Context: an optimization exercise on an open-source flow, tuned for small area. The choices shown serve that exercise and are no tape-out recipe. In this exercise RTL edits were held to simulation tests only and were not proved equivalent to the original. Power and IR drop assume default switching activity.

==> design.v <==
module tr1_demod (
    input  wire               clk,
    input  wire               rst,         
    input  wire               start,       
    input  wire [1:0]         car,         
    input  wire [1:0]         lc,          
    input  wire               in_valid,
    input  wire signed [11:0] in_sample,
    input  wire               finish,      
    output wire               lv_valid,
    output wire [1:0]         lv_count,    
    output reg  [5:0]         lv_data,     
    output wire               done,
    output wire [7:0]         status       
);
    localparam [1:0] CAR_ASK = 2'd0, CAR_FSK = 2'd1, CAR_QAM = 2'd2;
    localparam [1:0] LC_NRZ = 2'd0, LC_MAN = 2'd1, LC_AMI = 2'd2;
    localparam [1:0] LV_ZERO = 2'b00, LV_POS = 2'b01, LV_NEG = 2'b11;
    reg       active;
    reg [1:0] cur_car;
    reg [1:0] cur_lc;
    reg       cfg_err;
    reg       sig_err;
    reg       fin_pending;
    reg       pol_neg;           
    reg [3:0] lo;
    reg       down;
    reg       half;
    reg       wh;
    wire take  = active & in_valid & ~cfg_err & ~sig_err;
    wire first = ~down & (lo == 4'd0) & ~half & ~wh;
    wire last  = down & (lo == 4'd1) & half & wh;
    wire [4:0] fidx = {half, lo};
    wire [59:0] from;
    assign from[0] = (fidx == 5'd20) | (fidx == 5'd26);
    assign from[1] = (fidx == 5'd1) | (fidx == 5'd3) | (fidx == 5'd17) | (fidx == 5'd21) | (fidx == 5'd27);
    assign from[2] = (fidx == 5'd1) | (fidx == 5'd2) | (fidx == 5'd3) | (fidx == 5'd5) | (fidx == 5'd10) | (fidx == 5'd17) | (fidx == 5'd18) | (fidx == 5'd19) | (fidx == 5'd22);
    assign from[3] = (fidx == 5'd7) | (fidx == 5'd8) | (fidx == 5'd22) | (fidx == 5'd25);
    assign from[4] = (fidx == 5'd25) | (fidx == 5'd26) | (fidx == 5'd27) | (fidx == 5'd28);
    assign from[5] = (fidx == 5'd3) | (fidx == 5'd5) | (fidx == 5'd6) | (fidx == 5'd7) | (fidx == 5'd8) | (fidx == 5'd9) | (fidx == 5'd11) | (fidx == 5'd12) | (fidx == 5'd19) | (fidx == 5'd21) | (fidx == 5'd22) | (fidx == 5'd23) | (fidx == 5'd24) | (fidx == 5'd25) | (fidx == 5'd27) | (fidx == 5'd28);
    assign from[6] = (fidx == 5'd4) | (fidx == 5'd5) | (fidx == 5'd7) | (fidx == 5'd8) | (fidx == 5'd9) | (fidx == 5'd10) | (fidx == 5'd11) | (fidx == 5'd19) | (fidx == 5'd23) | (fidx == 5'd24) | (fidx == 5'd25) | (fidx == 5'd28);
    assign from[7] = (fidx == 5'd7) | (fidx == 5'd8) | (fidx == 5'd11) | (fidx == 5'd20) | (fidx == 5'd23) | (fidx == 5'd25) | (fidx == 5'd27);
    assign from[8] = (fidx == 5'd2) | (fidx == 5'd6) | (fidx == 5'd9) | (fidx == 5'd10) | (fidx == 5'd17) | (fidx == 5'd18) | (fidx == 5'd19) | (fidx == 5'd21) | (fidx == 5'd24) | (fidx == 5'd26);
    assign from[9] = (fidx == 5'd0) | (fidx == 5'd1) | (fidx == 5'd2) | (fidx == 5'd3) | (fidx == 5'd4) | (fidx == 5'd5) | (fidx == 5'd6) | (fidx == 5'd7) | (fidx == 5'd16) | (fidx == 5'd17) | (fidx == 5'd18) | (fidx == 5'd22) | (fidx == 5'd23) | (fidx == 5'd24);
    assign from[10] = (fidx == 5'd6) | (fidx == 5'd8) | (fidx == 5'd20) | (fidx == 5'd23) | (fidx == 5'd24) | (fidx == 5'd26) | (fidx == 5'd27) | (fidx == 5'd28);
    assign from[11] = (fidx == 5'd1) | (fidx == 5'd3) | (fidx == 5'd8) | (fidx == 5'd11) | (fidx == 5'd17) | (fidx == 5'd19) | (fidx == 5'd21) | (fidx == 5'd23) | (fidx == 5'd24);
    assign from[12] = (fidx == 5'd2) | (fidx == 5'd5) | (fidx == 5'd8) | (fidx == 5'd10) | (fidx == 5'd18) | (fidx == 5'd22) | (fidx == 5'd25);
    assign from[13] = (fidx == 5'd6) | (fidx == 5'd7) | (fidx == 5'd17) | (fidx == 5'd18) | (fidx == 5'd21) | (fidx == 5'd24);
    assign from[14] = (fidx == 5'd22) | (fidx == 5'd23) | (fidx == 5'd24) | (fidx == 5'd25) | (fidx == 5'd26) | (fidx == 5'd27) | (fidx == 5'd28);
    assign from[15] = (fidx == 5'd4) | (fidx == 5'd10);
    assign from[16] = (fidx == 5'd1) | (fidx == 5'd5) | (fidx == 5'd11) | (fidx == 5'd17) | (fidx == 5'd19);
    assign from[17] = (fidx == 5'd1) | (fidx == 5'd2) | (fidx == 5'd3) | (fidx == 5'd6) | (fidx == 5'd17) | (fidx == 5'd18) | (fidx == 5'd19) | (fidx == 5'd21) | (fidx == 5'd26);
    assign from[18] = (fidx == 5'd6) | (fidx == 5'd9) | (fidx == 5'd23) | (fidx == 5'd24);
    assign from[19] = (fidx == 5'd9) | (fidx == 5'd10) | (fidx == 5'd11) | (fidx == 5'd12);
    assign from[20] = (fidx == 5'd3) | (fidx == 5'd5) | (fidx == 5'd6) | (fidx == 5'd7) | (fidx == 5'd8) | (fidx == 5'd9) | (fidx == 5'd11) | (fidx == 5'd12) | (fidx == 5'd19) | (fidx == 5'd21) | (fidx == 5'd22) | (fidx == 5'd23) | (fidx == 5'd24) | (fidx == 5'd25) | (fidx == 5'd27) | (fidx == 5'd28);
    assign from[21] = (fidx == 5'd3) | (fidx == 5'd7) | (fidx == 5'd8) | (fidx == 5'd9) | (fidx == 5'd12) | (fidx == 5'd20) | (fidx == 5'd21) | (fidx == 5'd23) | (fidx == 5'd24) | (fidx == 5'd25) | (fidx == 5'd26) | (fidx == 5'd27);
    assign from[22] = (fidx == 5'd4) | (fidx == 5'd7) | (fidx == 5'd9) | (fidx == 5'd11) | (fidx == 5'd23) | (fidx == 5'd24) | (fidx == 5'd27);
    assign from[23] = (fidx == 5'd1) | (fidx == 5'd2) | (fidx == 5'd3) | (fidx == 5'd5) | (fidx == 5'd8) | (fidx == 5'd10) | (fidx == 5'd18) | (fidx == 5'd22) | (fidx == 5'd25) | (fidx == 5'd26);
    assign from[24] = (fidx == 5'd0) | (fidx == 5'd1) | (fidx == 5'd2) | (fidx == 5'd6) | (fidx == 5'd7) | (fidx == 5'd8) | (fidx == 5'd16) | (fidx == 5'd17) | (fidx == 5'd18) | (fidx == 5'd19) | (fidx == 5'd20) | (fidx == 5'd21) | (fidx == 5'd22) | (fidx == 5'd23);
    assign from[25] = (fidx == 5'd4) | (fidx == 5'd7) | (fidx == 5'd8) | (fidx == 5'd10) | (fidx == 5'd11) | (fidx == 5'd12) | (fidx == 5'd22) | (fidx == 5'd24);
    assign from[26] = (fidx == 5'd1) | (fidx == 5'd3) | (fidx == 5'd5) | (fidx == 5'd7) | (fidx == 5'd8) | (fidx == 5'd17) | (fidx == 5'd19) | (fidx == 5'd24) | (fidx == 5'd27);
    assign from[27] = (fidx == 5'd2) | (fidx == 5'd6) | (fidx == 5'd9) | (fidx == 5'd18) | (fidx == 5'd21) | (fidx == 5'd24) | (fidx == 5'd26);
    assign from[28] = (fidx == 5'd1) | (fidx == 5'd2) | (fidx == 5'd5) | (fidx == 5'd8) | (fidx == 5'd22) | (fidx == 5'd23);
    assign from[29] = (fidx == 5'd6) | (fidx == 5'd7) | (fidx == 5'd8) | (fidx == 5'd9) | (fidx == 5'd10) | (fidx == 5'd11) | (fidx == 5'd12);
    assign from[30] = (fidx == 5'd1) | (fidx == 5'd5) | (fidx == 5'd6) | (fidx == 5'd7) | (fidx == 5'd9) | (fidx == 5'd11) | (fidx == 5'd17) | (fidx == 5'd27);
    assign from[31] = (fidx == 5'd4) | (fidx == 5'd20) | (fidx == 5'd23) | (fidx == 5'd25) | (fidx == 5'd26);
    assign from[32] = (fidx == 5'd3) | (fidx == 5'd7) | (fidx == 5'd10) | (fidx == 5'd21) | (fidx == 5'd23) | (fidx == 5'd24) | (fidx == 5'd25);
    assign from[33] = (fidx == 5'd2) | (fidx == 5'd3) | (fidx == 5'd7) | (fidx == 5'd8) | (fidx == 5'd11) | (fidx == 5'd18);
    assign from[34] = (fidx == 5'd3) | (fidx == 5'd4) | (fidx == 5'd5) | (fidx == 5'd6) | (fidx == 5'd7);
    assign from[35] = (fidx == 5'd2) | (fidx == 5'd3) | (fidx == 5'd8) | (fidx == 5'd10) | (fidx == 5'd18) | (fidx == 5'd19) | (fidx == 5'd24) | (fidx == 5'd26);
    assign from[36] = (fidx == 5'd2) | (fidx == 5'd3) | (fidx == 5'd5) | (fidx == 5'd6) | (fidx == 5'd9) | (fidx == 5'd10) | (fidx == 5'd17) | (fidx == 5'd18) | (fidx == 5'd21) | (fidx == 5'd22);
    assign from[37] = (fidx == 5'd2) | (fidx == 5'd8) | (fidx == 5'd9) | (fidx == 5'd11) | (fidx == 5'd12) | (fidx == 5'd27) | (fidx == 5'd28);
    assign from[38] = (fidx == 5'd1) | (fidx == 5'd4) | (fidx == 5'd5) | (fidx == 5'd6) | (fidx == 5'd9) | (fidx == 5'd12) | (fidx == 5'd17) | (fidx == 5'd19) | (fidx == 5'd21) | (fidx == 5'd22) | (fidx == 5'd23) | (fidx == 5'd24) | (fidx == 5'd25) | (fidx == 5'd26) | (fidx == 5'd27);
    assign from[39] = (fidx == 5'd0) | (fidx == 5'd1) | (fidx == 5'd2) | (fidx == 5'd8) | (fidx == 5'd9) | (fidx == 5'd10) | (fidx == 5'd11) | (fidx == 5'd16) | (fidx == 5'd17);
    assign from[40] = (fidx == 5'd1) | (fidx == 5'd2) | (fidx == 5'd5) | (fidx == 5'd6) | (fidx == 5'd7) | (fidx == 5'd9) | (fidx == 5'd11) | (fidx == 5'd17) | (fidx == 5'd18) | (fidx == 5'd24) | (fidx == 5'd26) | (fidx == 5'd27);
    assign from[41] = (fidx == 5'd3) | (fidx == 5'd4) | (fidx == 5'd6) | (fidx == 5'd20) | (fidx == 5'd23) | (fidx == 5'd25);
    assign from[42] = (fidx == 5'd2) | (fidx == 5'd8) | (fidx == 5'd9) | (fidx == 5'd10) | (fidx == 5'd12) | (fidx == 5'd21) | (fidx == 5'd27);
    assign from[43] = (fidx == 5'd3) | (fidx == 5'd4) | (fidx == 5'd5) | (fidx == 5'd6) | (fidx == 5'd7) | (fidx == 5'd11) | (fidx == 5'd18) | (fidx == 5'd19);
    assign from[44] = (fidx == 5'd16) | (fidx == 5'd17);
    assign from[45] = (fidx == 5'd1) | (fidx == 5'd11) | (fidx == 5'd17) | (fidx == 5'd21) | (fidx == 5'd22) | (fidx == 5'd23) | (fidx == 5'd25) | (fidx == 5'd27);
    assign from[46] = (fidx == 5'd4) | (fidx == 5'd7) | (fidx == 5'd9) | (fidx == 5'd10) | (fidx == 5'd20);
    assign from[47] = (fidx == 5'd5) | (fidx == 5'd7) | (fidx == 5'd8) | (fidx == 5'd9) | (fidx == 5'd19) | (fidx == 5'd23) | (fidx == 5'd26);
    assign from[48] = (fidx == 5'd2) | (fidx == 5'd18) | (fidx == 5'd19) | (fidx == 5'd23) | (fidx == 5'd24) | (fidx == 5'd27);
    assign from[49] = (fidx == 5'd19) | (fidx == 5'd20) | (fidx == 5'd21) | (fidx == 5'd22) | (fidx == 5'd23);
    assign from[50] = (fidx == 5'd2) | (fidx == 5'd3) | (fidx == 5'd8) | (fidx == 5'd10) | (fidx == 5'd18) | (fidx == 5'd19) | (fidx == 5'd24) | (fidx == 5'd26);
    assign from[51] = (fidx == 5'd1) | (fidx == 5'd2) | (fidx == 5'd5) | (fidx == 5'd6) | (fidx == 5'd18) | (fidx == 5'd19) | (fidx == 5'd21) | (fidx == 5'd22) | (fidx == 5'd25) | (fidx == 5'd26);
    assign from[52] = (fidx == 5'd11) | (fidx == 5'd12) | (fidx == 5'd18) | (fidx == 5'd24) | (fidx == 5'd25) | (fidx == 5'd27) | (fidx == 5'd28);
    assign from[53] = (fidx == 5'd1) | (fidx == 5'd3) | (fidx == 5'd5) | (fidx == 5'd6) | (fidx == 5'd7) | (fidx == 5'd8) | (fidx == 5'd9) | (fidx == 5'd10) | (fidx == 5'd11) | (fidx == 5'd17) | (fidx == 5'd20) | (fidx == 5'd21) | (fidx == 5'd22) | (fidx == 5'd25) | (fidx == 5'd28);
    assign from[54] = (fidx == 5'd0) | (fidx == 5'd1) | (fidx == 5'd16) | (fidx == 5'd17) | (fidx == 5'd18) | (fidx == 5'd24) | (fidx == 5'd25) | (fidx == 5'd26) | (fidx == 5'd27);
    assign from[55] = (fidx == 5'd1) | (fidx == 5'd2) | (fidx == 5'd8) | (fidx == 5'd10) | (fidx == 5'd11) | (fidx == 5'd17) | (fidx == 5'd18) | (fidx == 5'd21) | (fidx == 5'd22) | (fidx == 5'd23) | (fidx == 5'd25) | (fidx == 5'd27);
    assign from[56] = (fidx == 5'd4) | (fidx == 5'd7) | (fidx == 5'd9) | (fidx == 5'd19) | (fidx == 5'd20) | (fidx == 5'd22);
    assign from[57] = (fidx == 5'd5) | (fidx == 5'd11) | (fidx == 5'd18) | (fidx == 5'd24) | (fidx == 5'd25) | (fidx == 5'd26) | (fidx == 5'd28);
    assign from[58] = (fidx == 5'd2) | (fidx == 5'd3) | (fidx == 5'd19) | (fidx == 5'd20) | (fidx == 5'd21) | (fidx == 5'd22) | (fidx == 5'd23) | (fidx == 5'd27);
    assign from[59] = (fidx == 5'd0) | (fidx == 5'd1);
    wire [29:0] qrom;
    assign qrom[0] = (lo == 4'd1) | (lo == 4'd3);
    assign qrom[1] = (lo == 4'd2) | (lo == 4'd8);
    assign qrom[2] = (lo == 4'd4) | (lo == 4'd7);
    assign qrom[3] = (lo == 4'd8) | (lo == 4'd9);
    assign qrom[4] = 1'b0;
    assign qrom[5] = (lo == 4'd5) | (lo == 4'd6) | (lo == 4'd7) | (lo == 4'd8) | (lo == 4'd9) | (lo == 4'd10);
    assign qrom[6] = (lo == 4'd6) | (lo == 4'd7) | (lo == 4'd9);
    assign qrom[7] = (lo == 4'd3) | (lo == 4'd5) | (lo == 4'd8) | (lo == 4'd9) | (lo == 4'd10) | (lo == 4'd11) | (lo == 4'd12);
    assign qrom[8] = (lo == 4'd5) | (lo == 4'd6) | (lo == 4'd7) | (lo == 4'd10) | (lo == 4'd11);
    assign qrom[9] = (lo == 4'd0) | (lo == 4'd1) | (lo == 4'd2) | (lo == 4'd3) | (lo == 4'd4) | (lo == 4'd5) | (lo == 4'd6) | (lo == 4'd7) | (lo == 4'd8);
    assign qrom[10] = (lo == 4'd1) | (lo == 4'd3) | (lo == 4'd5) | (lo == 4'd6) | (lo == 4'd7) | (lo == 4'd10);
    assign qrom[11] = (lo == 4'd2) | (lo == 4'd6) | (lo == 4'd8) | (lo == 4'd9);
    assign qrom[12] = (lo == 4'd3) | (lo == 4'd4) | (lo == 4'd7) | (lo == 4'd9) | (lo == 4'd11);
    assign qrom[13] = (lo == 4'd5) | (lo == 4'd6) | (lo == 4'd7) | (lo == 4'd8);
    assign qrom[14] = 1'b0;
    assign qrom[15] = (lo == 4'd3) | (lo == 4'd5);
    assign qrom[16] = (lo == 4'd5) | (lo == 4'd8) | (lo == 4'd9);
    assign qrom[17] = (lo == 4'd1) | (lo == 4'd3) | (lo == 4'd8);
    assign qrom[18] = (lo == 4'd4) | (lo == 4'd5);
    assign qrom[19] = 1'b0;
    assign qrom[20] = (lo == 4'd4) | (lo == 4'd6) | (lo == 4'd7) | (lo == 4'd10) | (lo == 4'd11) | (lo == 4'd12);
    assign qrom[21] = (lo == 4'd4) | (lo == 4'd7) | (lo == 4'd10) | (lo == 4'd11);
    assign qrom[22] = (lo == 4'd5) | (lo == 4'd6) | (lo == 4'd9) | (lo == 4'd10);
    assign qrom[23] = (lo == 4'd1) | (lo == 4'd2) | (lo == 4'd3) | (lo == 4'd6) | (lo == 4'd7) | (lo == 4'd8);
    assign qrom[24] = (lo == 4'd5) | (lo == 4'd6) | (lo == 4'd7) | (lo == 4'd8) | (lo == 4'd9) | (lo == 4'd10) | (lo == 4'd11) | (lo == 4'd12);
    assign qrom[25] = (lo == 4'd3) | (lo == 4'd4) | (lo == 4'd5) | (lo == 4'd6) | (lo == 4'd10) | (lo == 4'd11) | (lo == 4'd12);
    assign qrom[26] = (lo == 4'd4) | (lo == 4'd8) | (lo == 4'd9) | (lo == 4'd11);
    assign qrom[27] = (lo == 4'd1) | (lo == 4'd6) | (lo == 4'd9) | (lo == 4'd10);
    assign qrom[28] = (lo == 4'd5) | (lo == 4'd6) | (lo == 4'd7) | (lo == 4'd8);
    assign qrom[29] = 1'b0;
    wire [14:0] bf1 = from[59:45], bf2 = from[44:30], bf3 = from[29:15], bf4 = from[14:0];
    wire [14:0] bqs = qrom[29:15], bqc = qrom[14:0];
    wire [11:0] xg = take ? in_sample : 12'd0;
    wire [4:0] fneg = {5{down}};
    wire [4:0] sneg = {5{half}};
    wire [4:0] cneg = {5{half ^ down}};
    reg [14:0] d1, d2, d3, d4;
    always @(*) begin
        case (cur_car)
            CAR_ASK: begin
                d1 = {4'd0, xg[11], 5'd1, 5'd0};
                d2 = d1;
                d3 = 15'd0;
                d4 = 15'd0;
            end
            CAR_FSK: begin
                d1 = {bf1[14:10] ^ fneg, bf1[9:0]};
                d2 = {bf2[14:10] ^ fneg, bf2[9:0]};
                d3 = bf3;
                d4 = bf4;
            end
            default: begin
                d1 = {bqs[14:10] ^ sneg, bqs[9:0]};
                d2 = d1;
                d3 = {bqc[14:10] ^ cneg, bqc[9:0]};
                d4 = d3;
            end
        endcase
    end
    reg signed [26:0] acc1, acc2, acc3, acc4;
    wire [26:0] sum1, sum2, sum3, sum4;
    tr1_mac u_mac1 (.base(first ? 27'd0 : acc1), .x(xg), .neg(d1[14:10]), .one(d1[9:5]), .two(d1[4:0]), .sum(sum1));
    tr1_mac u_mac2 (.base(first ? 27'd0 : acc2), .x(xg), .neg(d2[14:10]), .one(d2[9:5]), .two(d2[4:0]), .sum(sum2));
    tr1_mac u_mac3 (.base(first ? 27'd0 : acc3), .x(xg), .neg(d3[14:10]), .one(d3[9:5]), .two(d3[4:0]), .sum(sum3));
    tr1_mac u_mac4 (.base(first ? 27'd0 : acc4), .x(xg), .neg(d4[14:10]), .one(d4[9:5]), .two(d4[4:0]), .sum(sum4));
    reg        [53:0] xr;        
    reg signed [26:0] y1, y2;
    reg        [28:0] hacc;      
    reg               sticky;    
    reg               hbusy;
    reg        [5:0]  hstep;
    reg               dvalid;    
    wire        [26:0] hterm = xr[0] ? (hstep[0] ? y2 : y1) : 27'd0;
    wire               hneg  = (hstep[5:1] == 5'd26);
    wire        [26:0] ht    = hterm ^ {27{hneg}};
    wire        [28:0] hsum;
    wire h_0 = hacc[0] ^ ht[0];
    wire h_1 = hacc[0] & ht[0];
    wire h_2 = hacc[1] ^ ht[1];
    wire h_3 = hacc[1] & ht[1];
    wire h_4 = hacc[2] ^ ht[2];
    wire h_5 = hacc[2] & ht[2];
    wire h_6 = hacc[3] ^ ht[3];
    wire h_7 = hacc[3] & ht[3];
    wire h_8 = hacc[4] ^ ht[4];
    wire h_9 = hacc[4] & ht[4];
    wire h_10 = hacc[5] ^ ht[5];
    wire h_11 = hacc[5] & ht[5];
    wire h_12 = hacc[6] ^ ht[6];
    wire h_13 = hacc[6] & ht[6];
    wire h_14 = hacc[7] ^ ht[7];
    wire h_15 = hacc[7] & ht[7];
    wire h_16 = hacc[8] ^ ht[8];
    wire h_17 = hacc[8] & ht[8];
    wire h_18 = hacc[9] ^ ht[9];
    wire h_19 = hacc[9] & ht[9];
    wire h_20 = hacc[10] ^ ht[10];
    wire h_21 = hacc[10] & ht[10];
    wire h_22 = hacc[11] ^ ht[11];
    wire h_23 = hacc[11] & ht[11];
    wire h_24 = hacc[12] ^ ht[12];
    wire h_25 = hacc[12] & ht[12];
    wire h_26 = hacc[13] ^ ht[13];
    wire h_27 = hacc[13] & ht[13];
    wire h_28 = hacc[14] ^ ht[14];
    wire h_29 = hacc[14] & ht[14];
    wire h_30 = hacc[15] ^ ht[15];
    wire h_31 = hacc[15] & ht[15];
    wire h_32 = hacc[16] ^ ht[16];
    wire h_33 = hacc[16] & ht[16];
    wire h_34 = hacc[17] ^ ht[17];
    wire h_35 = hacc[17] & ht[17];
    wire h_36 = hacc[18] ^ ht[18];
    wire h_37 = hacc[18] & ht[18];
    wire h_38 = hacc[19] ^ ht[19];
    wire h_39 = hacc[19] & ht[19];
    wire h_40 = hacc[20] ^ ht[20];
    wire h_41 = hacc[20] & ht[20];
    wire h_42 = hacc[21] ^ ht[21];
    wire h_43 = hacc[21] & ht[21];
    wire h_44 = hacc[22] ^ ht[22];
    wire h_45 = hacc[22] & ht[22];
    wire h_46 = hacc[23] ^ ht[23];
    wire h_47 = hacc[23] & ht[23];
    wire h_48 = hacc[24] ^ ht[24];
    wire h_49 = hacc[24] & ht[24];
    wire h_50 = hacc[25] ^ ht[25];
    wire h_51 = hacc[25] & ht[25];
    wire h_52 = hacc[26] ^ ht[26];
    wire h_53 = hacc[26] & ht[26];
    wire h_54 = hacc[27] ^ ht[26];
    wire h_55 = hacc[27] & ht[26];
    wire h_56 = hacc[28] ^ ht[26];
    wire h_57 = hacc[28] & ht[26];
    wire h_58 = hneg ^ h_0;
    wire h_59 = hneg & h_0;
    wire h_60 = h_2 ^ h_1 ^ h_59;
    wire h_61 = (h_2 & h_1) | (h_2 & h_59) | (h_1 & h_59);
    wire h_62 = h_4 ^ h_3 ^ h_61;
    wire h_63 = (h_4 & h_3) | (h_4 & h_61) | (h_3 & h_61);
    wire h_64 = h_6 ^ h_5 ^ h_63;
    wire h_65 = (h_6 & h_5) | (h_6 & h_63) | (h_5 & h_63);
    wire h_66 = h_8 ^ h_7 ^ h_65;
    wire h_67 = (h_8 & h_7) | (h_8 & h_65) | (h_7 & h_65);
    wire h_68 = h_10 ^ h_9 ^ h_67;
    wire h_69 = (h_10 & h_9) | (h_10 & h_67) | (h_9 & h_67);
    wire h_70 = h_12 ^ h_11 ^ h_69;
    wire h_71 = (h_12 & h_11) | (h_12 & h_69) | (h_11 & h_69);
    wire h_72 = h_14 ^ h_13 ^ h_71;
    wire h_73 = (h_14 & h_13) | (h_14 & h_71) | (h_13 & h_71);
    wire h_74 = h_16 ^ h_15 ^ h_73;
    wire h_75 = (h_16 & h_15) | (h_16 & h_73) | (h_15 & h_73);
    wire h_76 = h_18 ^ h_17 ^ h_75;
    wire h_77 = (h_18 & h_17) | (h_18 & h_75) | (h_17 & h_75);
    wire h_78 = h_20 ^ h_19 ^ h_77;
    wire h_79 = (h_20 & h_19) | (h_20 & h_77) | (h_19 & h_77);
    wire h_80 = h_22 ^ h_21 ^ h_79;
    wire h_81 = (h_22 & h_21) | (h_22 & h_79) | (h_21 & h_79);
    wire h_82 = h_24 ^ h_23 ^ h_81;
    wire h_83 = (h_24 & h_23) | (h_24 & h_81) | (h_23 & h_81);
    wire h_84 = h_26 ^ h_25 ^ h_83;
    wire h_85 = (h_26 & h_25) | (h_26 & h_83) | (h_25 & h_83);
    wire h_86 = h_28 ^ h_27 ^ h_85;
    wire h_87 = (h_28 & h_27) | (h_28 & h_85) | (h_27 & h_85);
    wire h_88 = h_30 ^ h_29 ^ h_87;
    wire h_89 = (h_30 & h_29) | (h_30 & h_87) | (h_29 & h_87);
    wire h_90 = h_32 ^ h_31 ^ h_89;
    wire h_91 = (h_32 & h_31) | (h_32 & h_89) | (h_31 & h_89);
    wire h_92 = h_34 ^ h_33 ^ h_91;
    wire h_93 = (h_34 & h_33) | (h_34 & h_91) | (h_33 & h_91);
    wire h_94 = h_36 ^ h_35 ^ h_93;
    wire h_95 = (h_36 & h_35) | (h_36 & h_93) | (h_35 & h_93);
    wire h_96 = h_38 ^ h_37 ^ h_95;
    wire h_97 = (h_38 & h_37) | (h_38 & h_95) | (h_37 & h_95);
    wire h_98 = h_40 ^ h_39 ^ h_97;
    wire h_99 = (h_40 & h_39) | (h_40 & h_97) | (h_39 & h_97);
    wire h_100 = h_42 ^ h_41 ^ h_99;
    wire h_101 = (h_42 & h_41) | (h_42 & h_99) | (h_41 & h_99);
    wire h_102 = h_44 ^ h_43 ^ h_101;
    wire h_103 = (h_44 & h_43) | (h_44 & h_101) | (h_43 & h_101);
    wire h_104 = h_46 ^ h_45 ^ h_103;
    wire h_105 = (h_46 & h_45) | (h_46 & h_103) | (h_45 & h_103);
    wire h_106 = h_48 ^ h_47 ^ h_105;
    wire h_107 = (h_48 & h_47) | (h_48 & h_105) | (h_47 & h_105);
    wire h_108 = h_50 ^ h_49 ^ h_107;
    wire h_109 = (h_50 & h_49) | (h_50 & h_107) | (h_49 & h_107);
    wire h_110 = h_52 ^ h_51 ^ h_109;
    wire h_111 = (h_52 & h_51) | (h_52 & h_109) | (h_51 & h_109);
    wire h_112 = h_54 ^ h_53 ^ h_111;
    wire h_113 = (h_54 & h_53) | (h_54 & h_111) | (h_53 & h_111);
    wire h_114 = h_56 ^ h_55 ^ h_113;
    assign hsum = {h_114, h_112, h_110, h_108, h_106, h_104, h_102, h_100, h_98, h_96, h_94, h_92, h_90, h_88, h_86, h_84, h_82, h_80, h_78, h_76, h_74, h_72, h_70, h_68, h_66, h_64, h_62, h_60, h_58};
    wire p_zero = (hacc == 29'd0) & ~sticky;
    reg  a_bit;                  
    reg  c_s, c_d;               
    reg  nz_s, nz_d;             
    reg  sg_s, sg_d;             
    wire s_bit = a_bit ^ xr[0] ^ c_s;
    wire d_bit = a_bit ^ ~xr[0] ^ c_d;
    reg       dec_err;
    reg [1:0] dec_n;             
    reg [2:0] dec_p;             
    always @(*) begin
        dec_err = 1'b0;
        dec_n   = 2'd1;
        dec_p   = 3'b000;
        case (cur_car)
            CAR_ASK: begin
                if (y1 > 27'sd12800)     dec_p[0] = 1'b1;
                else if (y1 < 27'sd6400) dec_p[0] = 1'b0;
                else                     dec_err  = 1'b1;
            end
            CAR_FSK: begin
                dec_err  = p_zero;
                dec_p[0] = ~hacc[28];
            end
            default: begin
                dec_n = 2'd3;
                dec_err = (hacc < 29'd20000) | ((hacc == 29'd180000) & ~sticky) |
                          ~nz_s | ~nz_d;
                dec_p[0] = sg_s;
                dec_p[1] = sg_s ^ sg_d;
                dec_p[2] = (hacc > 29'd180000) | ((hacc == 29'd180000) & sticky);
            end
        endcase
    end
    reg rec_pol;
    integer i;
    always @(*) begin
        lv_data = 6'd0;
        rec_pol = pol_neg;
        for (i = 0; i < 3; i = i + 1) begin
            if (i < dec_n) begin
                case (cur_lc)
                    LC_NRZ: lv_data[2*i +: 2] = dec_p[i] ? LV_POS : LV_NEG;
                    LC_MAN: lv_data[2*i +: 2] = dec_p[i] ? LV_POS : LV_ZERO;
                    default: begin
                        if (dec_p[i]) begin
                            lv_data[2*i +: 2] = rec_pol ? LV_NEG : LV_POS;
                            rec_pol = ~rec_pol;
                        end else begin
                            lv_data[2*i +: 2] = LV_ZERO;
                        end
                    end
                endcase
            end
        end
    end
    assign lv_valid = dvalid & ~dec_err & ~sig_err;
    assign lv_count = (cur_car == CAR_QAM) ? 2'd3 : 2'd1;
    assign done   = fin_pending & ~hbusy & ~dvalid;
    assign status = cfg_err ? 8'h15 : (sig_err | ~first) ? 8'h76 : 8'h00;
    always @(posedge clk) begin
        acc1 <= sum1;
        acc2 <= sum2;
        acc3 <= sum3;
        acc4 <= sum4;
        if (take & last) begin
            xr <= {sum3[26], sum1[26], sum3[25], sum1[25], sum3[24], sum1[24],
                   sum3[23], sum1[23], sum3[22], sum1[22], sum3[21], sum1[21],
                   sum3[20], sum1[20], sum3[19], sum1[19], sum3[18], sum1[18],
                   sum3[17], sum1[17], sum3[16], sum1[16], sum3[15], sum1[15],
                   sum3[14], sum1[14], sum3[13], sum1[13], sum3[12], sum1[12],
                   sum3[11], sum1[11], sum3[10], sum1[10], sum3[9],  sum1[9],
                   sum3[8],  sum1[8],  sum3[7],  sum1[7],  sum3[6],  sum1[6],
                   sum3[5],  sum1[5],  sum3[4],  sum1[4],  sum3[3],  sum1[3],
                   sum3[2],  sum1[2],  sum3[1],  sum1[1],  sum3[0],  sum1[0]};
            y1 <= sum2;
            y2 <= sum4;
        end else begin
            xr <= xr >> 1;
        end
        a_bit <= xr[0];
        if (take & last) begin
            c_s  <= 1'b0;
            c_d  <= 1'b1;
            nz_s <= 1'b0;
            nz_d <= 1'b0;
        end else if (hstep[0]) begin
            c_s  <= (a_bit & xr[0]) | (a_bit & c_s) | (xr[0] & c_s);
            c_d  <= (a_bit & ~xr[0]) | (a_bit & c_d) | (~xr[0] & c_d);
            nz_s <= nz_s | s_bit;
            nz_d <= nz_d | d_bit;
            sg_s <= s_bit;
            sg_d <= d_bit;
        end
        if (take & last) begin
            hacc   <= 29'd0;
            sticky <= 1'b0;
        end else begin
            hacc   <= hstep[0] ? {hsum[28], hsum[28:1]} : hsum;
            sticky <= sticky | (hstep[0] & hsum[0]);
        end
        if (rst) begin
            active      <= 1'b0;
            fin_pending <= 1'b0;
            hbusy       <= 1'b0;
            dvalid      <= 1'b0;
        end else begin
            if (start) begin
                active      <= 1'b1;
                cur_car     <= car;
                cur_lc      <= lc;
                cfg_err     <= (car == 2'd3) || (lc == 2'd3);
                sig_err     <= 1'b0;
                fin_pending <= 1'b0;
                pol_neg     <= 1'b0;
                lo          <= 4'd0;
                down        <= 1'b0;
                half        <= 1'b0;
                wh          <= 1'b0;
            end else begin
                if (take) begin
                    if (~down) begin
                        if (lo == 4'd12) down <= 1'b1;
                        else             lo   <= lo + 4'd1;
                    end else if (lo == 4'd1) begin
                        down <= 1'b0;
                        lo   <= 4'd0;
                        half <= ~half;
                        if (half) wh <= ~wh;
                    end else begin
                        lo <= lo - 4'd1;
                    end
                end
                if (take & last) begin
                    hbusy <= 1'b1;
                    hstep <= 6'd0;
                end else if (hbusy) begin
                    hstep <= hstep + 6'd1;
                    if (hstep == 6'd53) hbusy <= 1'b0;
                end
                dvalid <= hbusy & (hstep == 6'd53);
                if (dvalid & ~sig_err) begin
                    if (dec_err) sig_err <= 1'b1;
                    else         pol_neg <= rec_pol;
                end
                if (active & finish) fin_pending <= 1'b1;
                if (done) begin
                    fin_pending <= 1'b0;
                    active      <= 1'b0;
                end
            end
        end
    end
endmodule
module tr1_mac (
    input  wire [26:0] base,
    input  wire [11:0] x,
    input  wire [4:0]  neg,
    input  wire [4:0]  one,
    input  wire [4:0]  two,
    output wire [26:0] sum
);
    wire t_0 = ((one[0] & x[0])) ^ neg[0];
    wire t_1 = ((one[0] & x[1]) | (two[0] & x[0])) ^ neg[0];
    wire t_2 = ((one[0] & x[2]) | (two[0] & x[1])) ^ neg[0];
    wire t_3 = ((one[0] & x[3]) | (two[0] & x[2])) ^ neg[0];
    wire t_4 = ((one[0] & x[4]) | (two[0] & x[3])) ^ neg[0];
    wire t_5 = ((one[0] & x[5]) | (two[0] & x[4])) ^ neg[0];
    wire t_6 = ((one[0] & x[6]) | (two[0] & x[5])) ^ neg[0];
    wire t_7 = ((one[0] & x[7]) | (two[0] & x[6])) ^ neg[0];
    wire t_8 = ((one[0] & x[8]) | (two[0] & x[7])) ^ neg[0];
    wire t_9 = ((one[0] & x[9]) | (two[0] & x[8])) ^ neg[0];
    wire t_10 = ((one[0] & x[10]) | (two[0] & x[9])) ^ neg[0];
    wire t_11 = ((one[0] & x[11]) | (two[0] & x[10])) ^ neg[0];
    wire t_12 = ((one[0] & x[11]) | (two[0] & x[11])) ^ neg[0];
    wire t_13 = ~t_12;
    wire t_14 = ((one[1] & x[0])) ^ neg[1];
    wire t_15 = ((one[1] & x[1]) | (two[1] & x[0])) ^ neg[1];
    wire t_16 = ((one[1] & x[2]) | (two[1] & x[1])) ^ neg[1];
    wire t_17 = ((one[1] & x[3]) | (two[1] & x[2])) ^ neg[1];
    wire t_18 = ((one[1] & x[4]) | (two[1] & x[3])) ^ neg[1];
    wire t_19 = ((one[1] & x[5]) | (two[1] & x[4])) ^ neg[1];
    wire t_20 = ((one[1] & x[6]) | (two[1] & x[5])) ^ neg[1];
    wire t_21 = ((one[1] & x[7]) | (two[1] & x[6])) ^ neg[1];
    wire t_22 = ((one[1] & x[8]) | (two[1] & x[7])) ^ neg[1];
    wire t_23 = ((one[1] & x[9]) | (two[1] & x[8])) ^ neg[1];
    wire t_24 = ((one[1] & x[10]) | (two[1] & x[9])) ^ neg[1];
    wire t_25 = ((one[1] & x[11]) | (two[1] & x[10])) ^ neg[1];
    wire t_26 = ((one[1] & x[11]) | (two[1] & x[11])) ^ neg[1];
    wire t_27 = ~t_26;
    wire t_28 = ((one[2] & x[0])) ^ neg[2];
    wire t_29 = ((one[2] & x[1]) | (two[2] & x[0])) ^ neg[2];
    wire t_30 = ((one[2] & x[2]) | (two[2] & x[1])) ^ neg[2];
    wire t_31 = ((one[2] & x[3]) | (two[2] & x[2])) ^ neg[2];
    wire t_32 = ((one[2] & x[4]) | (two[2] & x[3])) ^ neg[2];
    wire t_33 = ((one[2] & x[5]) | (two[2] & x[4])) ^ neg[2];
    wire t_34 = ((one[2] & x[6]) | (two[2] & x[5])) ^ neg[2];
    wire t_35 = ((one[2] & x[7]) | (two[2] & x[6])) ^ neg[2];
    wire t_36 = ((one[2] & x[8]) | (two[2] & x[7])) ^ neg[2];
    wire t_37 = ((one[2] & x[9]) | (two[2] & x[8])) ^ neg[2];
    wire t_38 = ((one[2] & x[10]) | (two[2] & x[9])) ^ neg[2];
    wire t_39 = ((one[2] & x[11]) | (two[2] & x[10])) ^ neg[2];
    wire t_40 = ((one[2] & x[11]) | (two[2] & x[11])) ^ neg[2];
    wire t_41 = ~t_40;
    wire t_42 = ((one[3] & x[0])) ^ neg[3];
    wire t_43 = ((one[3] & x[1]) | (two[3] & x[0])) ^ neg[3];
    wire t_44 = ((one[3] & x[2]) | (two[3] & x[1])) ^ neg[3];
    wire t_45 = ((one[3] & x[3]) | (two[3] & x[2])) ^ neg[3];
    wire t_46 = ((one[3] & x[4]) | (two[3] & x[3])) ^ neg[3];
    wire t_47 = ((one[3] & x[5]) | (two[3] & x[4])) ^ neg[3];
    wire t_48 = ((one[3] & x[6]) | (two[3] & x[5])) ^ neg[3];
    wire t_49 = ((one[3] & x[7]) | (two[3] & x[6])) ^ neg[3];
    wire t_50 = ((one[3] & x[8]) | (two[3] & x[7])) ^ neg[3];
    wire t_51 = ((one[3] & x[9]) | (two[3] & x[8])) ^ neg[3];
    wire t_52 = ((one[3] & x[10]) | (two[3] & x[9])) ^ neg[3];
    wire t_53 = ((one[3] & x[11]) | (two[3] & x[10])) ^ neg[3];
    wire t_54 = ((one[3] & x[11]) | (two[3] & x[11])) ^ neg[3];
    wire t_55 = ~t_54;
    wire t_56 = ((one[4] & x[0])) ^ neg[4];
    wire t_57 = ((one[4] & x[1]) | (two[4] & x[0])) ^ neg[4];
    wire t_58 = ((one[4] & x[2]) | (two[4] & x[1])) ^ neg[4];
    wire t_59 = ((one[4] & x[3]) | (two[4] & x[2])) ^ neg[4];
    wire t_60 = ((one[4] & x[4]) | (two[4] & x[3])) ^ neg[4];
    wire t_61 = ((one[4] & x[5]) | (two[4] & x[4])) ^ neg[4];
    wire t_62 = ((one[4] & x[6]) | (two[4] & x[5])) ^ neg[4];
    wire t_63 = ((one[4] & x[7]) | (two[4] & x[6])) ^ neg[4];
    wire t_64 = ((one[4] & x[8]) | (two[4] & x[7])) ^ neg[4];
    wire t_65 = ((one[4] & x[9]) | (two[4] & x[8])) ^ neg[4];
    wire t_66 = ((one[4] & x[10]) | (two[4] & x[9])) ^ neg[4];
    wire t_67 = ((one[4] & x[11]) | (two[4] & x[10])) ^ neg[4];
    wire t_68 = ((one[4] & x[11]) | (two[4] & x[11])) ^ neg[4];
    wire t_69 = ~t_68;
    wire t_70 = base[8] ^ t_8;
    wire t_71 = base[8] & t_8;
    wire t_72 = base[9] ^ t_9;
    wire t_73 = base[9] & t_9;
    wire t_74 = base[10] ^ t_10;
    wire t_75 = base[10] & t_10;
    wire t_76 = base[11] ^ t_11;
    wire t_77 = base[11] & t_11;
    wire t_78 = base[12] ^ t_13 ^ t_24;
    wire t_79 = (base[12] & t_13) | (base[12] & t_24) | (t_13 & t_24);
    wire t_80 = base[13] ^ t_25;
    wire t_81 = base[13] & t_25;
    wire t_82 = base[4] ^ t_4;
    wire t_83 = base[4] & t_4;
    wire t_84 = base[5] ^ t_5;
    wire t_85 = base[5] & t_5;
    wire t_86 = base[6] ^ t_6 ^ t_18;
    wire t_87 = (base[6] & t_6) | (base[6] & t_18) | (t_6 & t_18);
    wire t_88 = t_30 ^ t_42;
    wire t_89 = t_30 & t_42;
    wire t_90 = base[7] ^ t_7 ^ t_19;
    wire t_91 = (base[7] & t_7) | (base[7] & t_19) | (t_7 & t_19);
    wire t_92 = t_31 ^ t_43;
    wire t_93 = t_31 & t_43;
    wire t_94 = t_20 ^ t_32 ^ t_44;
    wire t_95 = (t_20 & t_32) | (t_20 & t_44) | (t_32 & t_44);
    wire t_96 = t_56 ^ neg[4] ^ t_70;
    wire t_97 = (t_56 & neg[4]) | (t_56 & t_70) | (neg[4] & t_70);
    wire t_98 = t_21 ^ t_33 ^ t_45;
    wire t_99 = (t_21 & t_33) | (t_21 & t_45) | (t_33 & t_45);
    wire t_100 = t_57 ^ t_72 ^ t_71;
    wire t_101 = (t_57 & t_72) | (t_57 & t_71) | (t_72 & t_71);
    wire t_102 = t_22 ^ t_34 ^ t_46;
    wire t_103 = (t_22 & t_34) | (t_22 & t_46) | (t_34 & t_46);
    wire t_104 = t_58 ^ t_74 ^ t_73;
    wire t_105 = (t_58 & t_74) | (t_58 & t_73) | (t_74 & t_73);
    wire t_106 = t_23 ^ t_35 ^ t_47;
    wire t_107 = (t_23 & t_35) | (t_23 & t_47) | (t_35 & t_47);
    wire t_108 = t_59 ^ t_76 ^ t_75;
    wire t_109 = (t_59 & t_76) | (t_59 & t_75) | (t_76 & t_75);
    wire t_110 = t_36 ^ t_48 ^ t_60;
    wire t_111 = (t_36 & t_48) | (t_36 & t_60) | (t_48 & t_60);
    wire t_112 = 1'b1 ^ t_78 ^ t_77;
    wire t_113 = (1'b1 & t_78) | (1'b1 & t_77) | (t_78 & t_77);
    wire t_114 = t_37 ^ t_49 ^ t_61;
    wire t_115 = (t_37 & t_49) | (t_37 & t_61) | (t_49 & t_61);
    wire t_116 = 1'b1 ^ t_80 ^ t_79;
    wire t_117 = (1'b1 & t_80) | (1'b1 & t_79) | (t_80 & t_79);
    wire t_118 = base[14] ^ t_27 ^ t_38;
    wire t_119 = (base[14] & t_27) | (base[14] & t_38) | (t_27 & t_38);
    wire t_120 = t_50 ^ t_62 ^ t_81;
    wire t_121 = (t_50 & t_62) | (t_50 & t_81) | (t_62 & t_81);
    wire t_122 = base[15] ^ t_39 ^ t_51;
    wire t_123 = (base[15] & t_39) | (base[15] & t_51) | (t_39 & t_51);
    wire t_124 = t_63 ^ 1'b1;
    wire t_125 = t_63 & 1'b1;
    wire t_126 = base[16] ^ t_41 ^ t_52;
    wire t_127 = (base[16] & t_41) | (base[16] & t_52) | (t_41 & t_52);
    wire t_128 = base[17] ^ t_53;
    wire t_129 = base[17] & t_53;
    wire t_130 = base[2] ^ t_2;
    wire t_131 = base[2] & t_2;
    wire t_132 = base[3] ^ t_3;
    wire t_133 = base[3] & t_3;
    wire t_134 = t_16 ^ t_28 ^ neg[2];
    wire t_135 = (t_16 & t_28) | (t_16 & neg[2]) | (t_28 & neg[2]);
    wire t_136 = t_17 ^ t_29 ^ t_84;
    wire t_137 = (t_17 & t_29) | (t_17 & t_84) | (t_29 & t_84);
    wire t_138 = neg[3] ^ t_86 ^ t_88;
    wire t_139 = (neg[3] & t_86) | (neg[3] & t_88) | (t_86 & t_88);
    wire t_140 = t_90 ^ t_92 ^ t_87;
    wire t_141 = (t_90 & t_92) | (t_90 & t_87) | (t_92 & t_87);
    wire t_142 = t_94 ^ t_96 ^ t_91;
    wire t_143 = (t_94 & t_96) | (t_94 & t_91) | (t_96 & t_91);
    wire t_144 = t_98 ^ t_100 ^ t_95;
    wire t_145 = (t_98 & t_100) | (t_98 & t_95) | (t_100 & t_95);
    wire t_146 = t_102 ^ t_104 ^ t_99;
    wire t_147 = (t_102 & t_104) | (t_102 & t_99) | (t_104 & t_99);
    wire t_148 = t_106 ^ t_108 ^ t_103;
    wire t_149 = (t_106 & t_108) | (t_106 & t_103) | (t_108 & t_103);
    wire t_150 = t_110 ^ t_112 ^ t_107;
    wire t_151 = (t_110 & t_112) | (t_110 & t_107) | (t_112 & t_107);
    wire t_152 = t_114 ^ t_116 ^ t_111;
    wire t_153 = (t_114 & t_116) | (t_114 & t_111) | (t_116 & t_111);
    wire t_154 = t_118 ^ t_120 ^ t_115;
    wire t_155 = (t_118 & t_120) | (t_118 & t_115) | (t_120 & t_115);
    wire t_156 = t_122 ^ t_124 ^ t_119;
    wire t_157 = (t_122 & t_124) | (t_122 & t_119) | (t_124 & t_119);
    wire t_158 = t_64 ^ t_126 ^ t_123;
    wire t_159 = (t_64 & t_126) | (t_64 & t_123) | (t_126 & t_123);
    wire t_160 = t_65 ^ 1'b1 ^ t_128;
    wire t_161 = (t_65 & 1'b1) | (t_65 & t_128) | (1'b1 & t_128);
    wire t_162 = base[18] ^ t_55 ^ t_66;
    wire t_163 = (base[18] & t_55) | (base[18] & t_66) | (t_55 & t_66);
    wire t_164 = base[19] ^ t_67;
    wire t_165 = base[19] & t_67;
    wire t_166 = base[0] ^ t_0;
    wire t_167 = base[0] & t_0;
    wire t_168 = base[1] ^ t_1;
    wire t_169 = base[1] & t_1;
    wire t_170 = t_14 ^ neg[1] ^ t_130;
    wire t_171 = (t_14 & neg[1]) | (t_14 & t_130) | (neg[1] & t_130);
    wire t_172 = t_15 ^ t_132 ^ t_131;
    wire t_173 = (t_15 & t_132) | (t_15 & t_131) | (t_132 & t_131);
    wire t_174 = t_82 ^ t_134 ^ t_133;
    wire t_175 = (t_82 & t_134) | (t_82 & t_133) | (t_134 & t_133);
    wire t_176 = t_83 ^ t_136 ^ t_135;
    wire t_177 = (t_83 & t_136) | (t_83 & t_135) | (t_136 & t_135);
    wire t_178 = t_85 ^ t_138 ^ t_137;
    wire t_179 = (t_85 & t_138) | (t_85 & t_137) | (t_138 & t_137);
    wire t_180 = t_89 ^ t_140 ^ t_139;
    wire t_181 = (t_89 & t_140) | (t_89 & t_139) | (t_140 & t_139);
    wire t_182 = t_93 ^ t_142 ^ t_141;
    wire t_183 = (t_93 & t_142) | (t_93 & t_141) | (t_142 & t_141);
    wire t_184 = t_97 ^ t_144 ^ t_143;
    wire t_185 = (t_97 & t_144) | (t_97 & t_143) | (t_144 & t_143);
    wire t_186 = t_101 ^ t_146 ^ t_145;
    wire t_187 = (t_101 & t_146) | (t_101 & t_145) | (t_146 & t_145);
    wire t_188 = t_105 ^ t_148 ^ t_147;
    wire t_189 = (t_105 & t_148) | (t_105 & t_147) | (t_148 & t_147);
    wire t_190 = t_109 ^ t_150 ^ t_149;
    wire t_191 = (t_109 & t_150) | (t_109 & t_149) | (t_150 & t_149);
    wire t_192 = t_113 ^ t_152 ^ t_151;
    wire t_193 = (t_113 & t_152) | (t_113 & t_151) | (t_152 & t_151);
    wire t_194 = t_117 ^ t_154 ^ t_153;
    wire t_195 = (t_117 & t_154) | (t_117 & t_153) | (t_154 & t_153);
    wire t_196 = t_121 ^ t_156 ^ t_155;
    wire t_197 = (t_121 & t_156) | (t_121 & t_155) | (t_156 & t_155);
    wire t_198 = t_125 ^ t_158 ^ t_157;
    wire t_199 = (t_125 & t_158) | (t_125 & t_157) | (t_158 & t_157);
    wire t_200 = t_127 ^ t_160 ^ t_159;
    wire t_201 = (t_127 & t_160) | (t_127 & t_159) | (t_160 & t_159);
    wire t_202 = t_129 ^ t_162 ^ t_161;
    wire t_203 = (t_129 & t_162) | (t_129 & t_161) | (t_162 & t_161);
    wire t_204 = 1'b1 ^ t_164 ^ t_163;
    wire t_205 = (1'b1 & t_164) | (1'b1 & t_163) | (t_164 & t_163);
    wire t_206 = base[20] ^ t_69 ^ t_165;
    wire t_207 = (base[20] & t_69) | (base[20] & t_165) | (t_69 & t_165);
    wire t_208 = base[21] ^ 1'b1;
    wire t_209 = base[21] & 1'b1;
    wire t_210 = base[22] ^ 1'b1;
    wire t_211 = base[22] & 1'b1;
    wire t_212 = base[23] ^ 1'b1;
    wire t_213 = base[23] & 1'b1;
    wire t_214 = base[24] ^ 1'b1;
    wire t_215 = base[24] & 1'b1;
    wire t_216 = base[25] ^ 1'b1;
    wire t_217 = base[25] & 1'b1;
    wire t_218 = base[26] ^ 1'b1;
    wire t_219 = base[26] & 1'b1;
    wire t_220 = neg[0] ^ t_166;
    wire t_221 = neg[0] & t_166;
    wire t_222 = t_168 ^ t_167 ^ t_221;
    wire t_223 = (t_168 & t_167) | (t_168 & t_221) | (t_167 & t_221);
    wire t_224 = t_170 ^ t_169 ^ t_223;
    wire t_225 = (t_170 & t_169) | (t_170 & t_223) | (t_169 & t_223);
    wire t_226 = t_172 ^ t_171 ^ t_225;
    wire t_227 = (t_172 & t_171) | (t_172 & t_225) | (t_171 & t_225);
    wire t_228 = t_174 ^ t_173 ^ t_227;
    wire t_229 = (t_174 & t_173) | (t_174 & t_227) | (t_173 & t_227);
    wire t_230 = t_176 ^ t_175 ^ t_229;
    wire t_231 = (t_176 & t_175) | (t_176 & t_229) | (t_175 & t_229);
    wire t_232 = t_178 ^ t_177 ^ t_231;
    wire t_233 = (t_178 & t_177) | (t_178 & t_231) | (t_177 & t_231);
    wire t_234 = t_180 ^ t_179 ^ t_233;
    wire t_235 = (t_180 & t_179) | (t_180 & t_233) | (t_179 & t_233);
    wire t_236 = t_182 ^ t_181 ^ t_235;
    wire t_237 = (t_182 & t_181) | (t_182 & t_235) | (t_181 & t_235);
    wire t_238 = t_184 ^ t_183 ^ t_237;
    wire t_239 = (t_184 & t_183) | (t_184 & t_237) | (t_183 & t_237);
    wire t_240 = t_186 ^ t_185 ^ t_239;
    wire t_241 = (t_186 & t_185) | (t_186 & t_239) | (t_185 & t_239);
    wire t_242 = t_188 ^ t_187 ^ t_241;
    wire t_243 = (t_188 & t_187) | (t_188 & t_241) | (t_187 & t_241);
    wire t_244 = t_190 ^ t_189 ^ t_243;
    wire t_245 = (t_190 & t_189) | (t_190 & t_243) | (t_189 & t_243);
    wire t_246 = t_192 ^ t_191 ^ t_245;
    wire t_247 = (t_192 & t_191) | (t_192 & t_245) | (t_191 & t_245);
    wire t_248 = t_194 ^ t_193 ^ t_247;
    wire t_249 = (t_194 & t_193) | (t_194 & t_247) | (t_193 & t_247);
    wire t_250 = t_196 ^ t_195 ^ t_249;
    wire t_251 = (t_196 & t_195) | (t_196 & t_249) | (t_195 & t_249);
    wire t_252 = t_198 ^ t_197 ^ t_251;
    wire t_253 = (t_198 & t_197) | (t_198 & t_251) | (t_197 & t_251);
    wire t_254 = t_200 ^ t_199 ^ t_253;
    wire t_255 = (t_200 & t_199) | (t_200 & t_253) | (t_199 & t_253);
    wire t_256 = t_202 ^ t_201 ^ t_255;
    wire t_257 = (t_202 & t_201) | (t_202 & t_255) | (t_201 & t_255);
    wire t_258 = t_204 ^ t_203 ^ t_257;
    wire t_259 = (t_204 & t_203) | (t_204 & t_257) | (t_203 & t_257);
    wire t_260 = t_206 ^ t_205 ^ t_259;
    wire t_261 = (t_206 & t_205) | (t_206 & t_259) | (t_205 & t_259);
    wire t_262 = t_208 ^ t_207 ^ t_261;
    wire t_263 = (t_208 & t_207) | (t_208 & t_261) | (t_207 & t_261);
    wire t_264 = t_210 ^ t_209 ^ t_263;
    wire t_265 = (t_210 & t_209) | (t_210 & t_263) | (t_209 & t_263);
    wire t_266 = t_212 ^ t_211 ^ t_265;
    wire t_267 = (t_212 & t_211) | (t_212 & t_265) | (t_211 & t_265);
    wire t_268 = t_214 ^ t_213 ^ t_267;
    wire t_269 = (t_214 & t_213) | (t_214 & t_267) | (t_213 & t_267);
    wire t_270 = t_216 ^ t_215 ^ t_269;
    wire t_271 = (t_216 & t_215) | (t_216 & t_269) | (t_215 & t_269);
    wire t_272 = t_218 ^ t_217 ^ t_271;
    assign sum = {t_272, t_270, t_268, t_266, t_264, t_262, t_260, t_258, t_256, t_254, t_252, t_250, t_248, t_246, t_244, t_242, t_240, t_238, t_236, t_234, t_232, t_230, t_228, t_226, t_224, t_222, t_220};
endmodule
==> run.sh <==
#!/bin/bash
# synth_recipe.tcl (not shown) runs the flow's synth.tcl, then flattens the netlist and writes it again
# the make line also repeats each setting of config.mk as NAME=value (left out here)
make -C /OpenROAD-flow-scripts/flow DESIGN_CONFIG=/design/flow/config.mk WORK_HOME=/design/flow/orfs CLKGATE_MAP_FILE= SYNTH_SCRIPT=/design/flow/synth_recipe.tcl finish
==> config.mk <==
export PLATFORM = sky130hd
export DESIGN_NAME = tr1_demod
export DESIGN_NICKNAME = tr1_demod
export VERILOG_FILES = /design/flow/design.v
export SDC_FILE = /design/flow/constraint.sdc
export NUM_CORES = 4
export LEC_CHECK = 0
export CAP_MARGIN = 20
export CORE_MARGIN = 2
export CORE_UTILIZATION = 40
export CTS_BUF_LIST = sky130_fd_sc_hd__clkbuf_16
export CTS_CLUSTER_DIAMETER = 80
export CTS_CLUSTER_SIZE = 25
export SLEW_MARGIN = 20
==> constraint.sdc <==
create_clock -name core_clock -period 16.0 [get_ports {clk}]
set_input_delay 3.2000 -clock core_clock [delete_from_list [all_inputs] [get_ports {clk}]]
set_output_delay 3.2000 -clock core_clock [all_outputs]
set_load 0.01 [all_outputs]
==> results_dict.tcl <==
set metrics [dict create \
    grt_pass1_vias 20600 \
    slew_headroom_pct 34.2 \
    fill_cells 6208 \
    pwr-share-clk_pct 11.0 \
    drv_cap 0 \
    startpoint "in_valid" \
    drt_iter0_markers 1545 \
    whs_ns 0.416 \
    cts-resized-gates 0 \
    grtUsageMet2_pct 36.7 \
    worst-path-stages 41 \
    synth_ff_type "dfxtp_1" \
    ir_drop_uv 216 \
    synth-seq-cells 277 \
    required_ns 16.48 \
    cts_buffers 22 \
    place_ws_ns 0.684 \
    wire_per_inst_microns 20.4 \
    pin_count 39 \
    netlist_area_sq_um 26200 \
    crit_fanout 12 \
    finalCriticalPeriod_ns 14.46 \
    maxSlewViolCount 0 \
    cts_tree "done" \
    worstPathArrival_ns 14.94 \
    crit_top_cell "fa_1" \
    numPortBuffers 35 \
    clkLatencyLatePin_ns 0.57 \
    core_area_sq_um 64600 \
    globalplace.congestion 0.928 \
    crit_path_start_kind "primary input" \
    cp_slowest_cell "nor4_1" \
    setup_viol 0 \
    cts_sinks 277 \
    rsz0062_at_grt "no" \
    grt_overflow 0 \
    hpwlAfterDp_microns 55000 \
    via_per_inst 5.40 \
    timing.rr.end "hacc[27]$_SDFF_PP0_" \
    crit_path_end "xr[53]$_SDFF_PN0_" \
    crit_path_max_incr_delay_ns 0.60 \
    initial_core_util_pct 40.6 \
    tightest_slew_ns 0.985 \
    multi_input_area_sq_um 17500 \
    met3_usage_pct 3.30 \
    antenna_cells 0 \
    dr_total_vias 19200 \
    min_path_type "flip-flop to flip-flop" \
    layout_common_cells "370 x inv_1, 313 x fa_1, 206 x nand2_1, 200 x xnor2_1, 200 x dfxtp_1" \
    drt-pass1-iter-count 6 \
    dieArea_sq_um 67500 \
    hold_buffers 0 \
    final_common_cell "inv_1" \
    ff2ff_path_depth 39 \
    hold_violations 0 \
    r2r_start "hstep[3]$_SDFFCE_PP0P_" \
    worst_slack_ns 1.54 \
    antenna_found_initial 1 \
    grt_max_degree 93 \
    switching_share_pct 45.0 \
    netlist_instances 2760 \
    p_sw_mw 2.73 \
    yosysUniqueCellTypes 90 \
    synth_warnings 1 \
    cts_buffer_depth 3 \
    die_h_microns 260 \
    post-cts-setup-buffer-count 0 \
    cp-end-kind "flip-flop" \
    synth_area_per_cell_sq_um 9.49 \
    p_leak_nw 11.4 \
    finalSetupTns_ns 0 \
    layout-drive-gt1-share_pct 8.45 \
    r2r_slack_ns 2.67 \
    grt_pass1_wl_microns 116000 \
    crit_family "adder cells" \
    status "finished clean" \
    ff_latch_area_sq_um 6310 \
    fp.dieW_microns 260 \
    final_cell_area_sq_um 28200 \
    period_share_pct 90.4 \
    grt_use_total_pct 22.0 \
    route.detailed.drc 0 \
    comb_power_share_pct 67.8 \
    wl_microns 72800 \
    rows 93 \
    skew_ns 0.0240 \
    ys_async_sr_fraction_pct 0 \
    nets 3147 \
    seq_area_frac_synth_pct 24.1 \
    cts-root-buf "clkbuf_16" \
    placed_cell_area_sq_um 27300 \
    powerDensity_nw_per_um2 215 \
    areaGrowthSynthToFinish_pct 7.65 \
    fmax_mhz 69.2 \
    seqPwrFrac_pct 21.2 \
    grt_use_met1_pct 28.4 \
    worstSetupPathType "primary input to flip-flop" \
    htreeDepth 1 \
    p_int_mw 3.34 \
    synth_edf_count 76 \
    total_power_mw 6.07 \
    antenna_left 0 \
    busiest_layer "met2" \
    cp_num_buf_inv 8 \
    path_clk_slew_ns 0.09 \
]
final cells by class:
class / count / share of cell area, %
multi-input cells: 1889 / 61.9
clock inverters: 17 / 1.12
well taps: 855 / 3.79
flip-flops and latches: 277 / 22.4
inverters: 372 / 4.95
repair buffers: 132 / 3.82
clock buffers: 23 / 2.04
metrics by stage:
stage,util (%),cells
after floorplan,-,2761
after global placement,42.3,3525
after detailed placement,42.3,3525
after CTS,43.7,3565
after global routing,43.7,3565
final,43.7,3565
cell usage after synthesis (all sizes together) (6+ instances only):
cell      n  area share, %
a32oi     6           0.20
ha      119            5.7
o21ai    72            1.4
nor2    108            1.6
inv     370            5.3
xnor2   201            6.7
buf     122            2.8
a21o     13           0.37
nor3     19           0.38
a22oi    88            2.9
nand2   206            3.0
nand2b   14           0.33
nand3b    6           0.19
nor4     18           0.45
a21oi   105            2.1
nand3    18           0.34
and2     99            2.4
a211oi   34           0.99
and3      6           0.14
nor2b    36           0.86
edfxtp   76            8.7
mux2     32            1.4
o31ai     7           0.22
a31oi    18           0.45
o22ai   141            3.4
xor2    124            4.2
clkbuf  101            1.5
fa      313             24
mux2i     9           0.34
or2       8           0.19
dfxtp   201             15
worst min-delay path, delay by kind of cell (launching register included):
family,cells,cell delay (ns)
flip-flops,1,0.31
AND/OR/NAND/NOR,2,0.09
power by group through the flow:
| stage | combinational (mW) | sequential, mW | clock, mW |
|---|---|---|---|
| 6_report | 4.12 | 1.29 | 0.667 |
| 5_1_grt | 4.79 | 1.31 | 0.711 |
| 4_1_cts | 4.21 | 1.29 | 0.687 |
| 3_5_place_dp | 4.17 | 1.30 | 0 |
| 3_3_place_gp | 4.05 | 1.30 | 0 |
| 2_1_floorplan | 2.94 | 1.27 | 0 |
how the worst min path moves through the flow:
stage | startpoint | end | slack, ns | cells after the start
after CTS | xr[17]$_DFF_P_ | xr[16]$_DFF_P_ | 0.42 | 2
final | xr[17]$_DFF_P_ | xr[16]$_DFF_P_ | 0.42 | 2
after global placement | xr[15]$_DFF_P_ | xr[14]$_DFF_P_ | 0.40 | 2
after global routing | xr[17]$_DFF_P_ | xr[16]$_DFF_P_ | 0.44 | 2
after floorplan | xr[1]$_DFF_P_ | xr[0]$_DFF_P_ | 0.39 | 2
after detailed placement | xr[11]$_DFF_P_ | xr[10]$_DFF_P_ | 0.40 | 2
sequential cells by signal (all words and copies together), names as in the netlist, 2 cells and up:
signal and cells:
y2 27, hacc 29, acc4 27, lo 4, cur_car 2, xr 54, y1 27, acc2 27
cur_lc 2, hstep 6, acc1 27, acc3 27
cell families (layout without fill, tap and decap cells):
kind of cell    count (synthesis)  after routing  share of synthesized area, %
compound gates                535            535                          13.9
xor+xnor                      325            325                          10.9
fa+ha+maj                     432            432                          29.6
buf+inv                       595            544                          9.55
flops                         277            277                          24.1
mux                            41             41                          1.72
other cells                     2              3                        0.0287
simple gates                  553            553                          10.2
metal layers:
layer | vias up | routed length, microns
met5 | - | 0
met3 | 178 | 4250
met1 | 9522 | 30600
met2 | 665 | 34800
li1 | 8874 | -
met4 | 0 | 3110

## afterwards: timing with drivers on the ports
Ports are ideal in the flow. The routed layout listed here was re-timed in OpenROAD. Step 1: set_driving_cell puts a clkbuf_16 on clk and a buf_2 on each other input, an assumption about the parent block. Step 2, shift: input delay + t, output delay - t, t = (earliest + latest rising clock arrival at the registers) / 2. This alone moves slack from input paths to output paths. Three values: ideal ports, drivers, drivers and shift; two values: the first two.
t, ns: 0.631
setup slack, ns: 1.539 / 1.575 / 0.944
hold slack, ns: 0.416 / 0.416 / 0.416
cell pins on the clock port's net: 1
After both steps setup and hold are still met in this run. For this run, drivers alone change the setup slack by +0.036 ns; drivers and shift together by -0.595 ns.
